Source: an optimization exercise on an open RTL-to-GDS flow (aim: small area, a short achievable clock period and few clock cycles per item). Production flows keep margins and buffers that such runs may drop.
The RTL was checked by simulation tests, not by an equivalence proof against the original design.

Setup of run 1:
==> flow/design.v (excerpt) <==
module mac_unit (
    input  wire        clk,
    input  wire        rst,          
    input  wire        cmd_valid,
    output wire        cmd_ready,
    input  wire [2:0]  cmd_op,
    input  wire [31:0] cmd_data,
    input  wire [1:0]  cmd_len,      
    input  wire [79:0] cmd_tag,      
    output reg         rsp_valid,
    output reg         rsp_ok,
    output wire [79:0] rsp_tag,
    output reg  [1:0]  mac_st,
    output reg  [3:0]  err
);
    localparam OP_KEY    = 3'd0;
    localparam OP_NEW    = 3'd1;
    localparam OP_UPDATE = 3'd2;
    localparam OP_FINAL  = 3'd3;
    localparam OP_VERIFY = 3'd4;
    localparam OP_ABORT  = 3'd5;
    localparam ST_NONE   = 2'd0;
    localparam ST_ACTIVE = 2'd1;
    localparam ST_FINAL  = 2'd2;
    localparam E_MISMATCH = 4'd4;
    localparam E_AFTERFIN = 4'd7;
    localparam E_ILLEGAL  = 4'd8;
    localparam E_SEQUENCE = 4'd9;
    localparam J_IPAD = 3'd0;    
    localparam J_MSG  = 3'd1;    
    localparam J_FINB = 3'd3;    
    localparam J_OPAD = 3'd4;    
    localparam J_OUT  = 3'd5;    
    localparam [255:0] H_INIT = {
        32'h6a09e667, 32'hbb67ae85, 32'h3c6ef372, 32'ha54ff53a,
        32'h510e527f, 32'h9b05688c, 32'h1f83d9ab, 32'h5be0cd19};
    localparam [255:0] H_ROT = {
        32'hbb67ae85, 32'h3c6ef372, 32'ha54ff53a, 32'h6a09e667,
        32'h9b05688c, 32'h1f83d9ab, 32'h5be0cd19, 32'h510e527f};
    function [31:0] kconst;
        input [5:0] n;
        begin
            case (n)
            6'd0:  kconst = 32'h428a2f98; 6'd1:  kconst = 32'h71374491;
            6'd2:  kconst = 32'hb5c0fbcf; 6'd3:  kconst = 32'he9b5dba5;
            6'd4:  kconst = 32'h3956c25b; 6'd5:  kconst = 32'h59f111f1;
            6'd6:  kconst = 32'h923f82a4; 6'd7:  kconst = 32'hab1c5ed5;
            6'd8:  kconst = 32'hd807aa98; 6'd9:  kconst = 32'h12835b01;
            6'd10: kconst = 32'h243185be; 6'd11: kconst = 32'h550c7dc3;
            6'd12: kconst = 32'h72be5d74; 6'd13: kconst = 32'h80deb1fe;
  ...
export LEC_CHECK = 0
export CAP_MARGIN = 30
export CORE_MARGIN = 2
export CORE_UTILIZATION = 60
export CTS_CLUSTER_DIAMETER = 90
export CTS_CLUSTER_SIZE = 27
export PLACE_DENSITY = 0.75
export SETUP_SLACK_MARGIN = 5
export SLEW_MARGIN = 20
create_clock -name core_clock -period 10.0 [get_ports {clk}]
standard.sh (not shown) runs the stock make flow with config.mk's settings and CLKGATE_MAP_FILE= SYNTH_SCRIPT=/design/flow/synth_recipe.tcl, a recipe that flattens the netlist after the stock synthesis.
==> flow/flow/run.sh <==
#!/bin/bash
set -euo pipefail
bash standard.sh SETUP_SLACK_MARGIN=6 finish > standard.log 2>&1
Run 1 finished all stages; the layout is clean.
Testbench counts of run 1, summed over its fixed seeds: cycles 60,478, bytes 38,480.
The inputs of run 2 differ from those of run 1 as listed below.
- putting ABC_AREA at 1 where nothing was set
- swapping 90 for 80 in CTS_CLUSTER_DIAMETER
- swapping 27 for 24 in CTS_CLUSTER_SIZE
==> comparison <==
Met1 track demand over resource in global routing: run 2 and run 1 compared, higher one is run 2. [run 2] combined area of all synthesized cells rose about 2.2% relative to run 1. | total wire length | run 2 vs run 1 | about 19% higher |. Global-route usage: run 2 higher than run 1. Changes observed in run 2 relative to run 1: final worst-path cycle share shows a reduction of 3.4 points; antenna diode count shows an increase of 6; synthesized cell count shows an increase of about 23%. For number of buffers other than clock buffers in the final layout, dividing the value from run 2 by the value from run 1 gives 0.74. Number of multi-input combinational cells: lower on run 1. On area of combinational cells with multiple inputs, the higher figure sits with run 1, not run 2. The clock-buffer cell count in run 1 is 0.876 times that in run 2.
Setup changes, run 2 to run 3
- CAP_MARGIN changed from 30 to 20
- ABC_AREA removed (was 1)
==> flow/run.sh (new file) <==
#!/bin/bash
# synth_recipe.tcl (not shown) runs the flow's synth.tcl, then flattens the netlist and writes it again
# the make line also repeats each setting of config.mk as NAME=value (left out here)
make -C /OpenROAD-flow-scripts/flow DESIGN_CONFIG=/design/flow/config.mk WORK_HOME=/design/flow/orfs CLKGATE_MAP_FILE= SYNTH_SCRIPT=/design/flow/synth_recipe.tcl finish
removed: flow/flow/run.sh
removed: flow/standard.sh
--- outcome ---
Compared to run 2, run 3 has number of diodes added for antenna fixing 7 lower.
Relative to run 2, the final wirelength measured on run 3 has decreased by more than 10%.
Going from run 2 to run 3, the final weighted congestion in routability-driven placement was found to have gone down by about 7%.
For run 3 and run 2, there was not a single run that failed to finish clean.
On highest clock frequency the design can meet, run 3 does worse than run 2.
Run 3 ends up with a synthesized instance count that is 1762 lower than in run 2.
Comparing run 2 against run 3, there is no change at all in final total negative setup slack.

==> afterwards: timing with drivers on the ports <==
No port has a modelled driver above. Below, the same layouts with a new extraction and two added sets of constraints.
Step 1 (the two cells are an assumption about what drives the block):
set clk [get_ports {clk}]
set_driving_cell -lib_cell sky130_fd_sc_hd__clkbuf_16 $clk
set_driving_cell -lib_cell sky130_fd_sc_hd__buf_2 [delete_from_list [all_inputs] $clk]
Step 2 adds t to the input delays and takes it off the output delays; t is the mean of the earliest and latest rising clock arrival at the registers after step 1. Input paths then give back, and output paths get back, about the clock's delay inside the block.
a / b / c = ideal ports / drivers / drivers and shift; a / b = the first two.
run | t (ns) | setup slack, ns | hold WS [ns] | worst setup path after step 2 | worst register clock-pin slew, ns
run 1 | 0.843 | 5.528 / 5.528 / 5.232 | 0.323 / 0.323 / 0.323 | input to register | 0.12 / 0.12
run 2 | 0.873 | 5.869 / 5.800 / 5.247 | 0.318 / 0.318 / 0.318 | input to register | 0.11 / 0.11
run 3 | 0.863 | 5.077 / 5.077 / 4.412 | 0.325 / 0.325 / 0.325 | input to register | 0.11 / 0.11
After both steps every run listed still meets setup and hold. The setup slack of run 3, which loses most, moves by 0.000 ns with the drivers and by -0.665 ns with both steps.
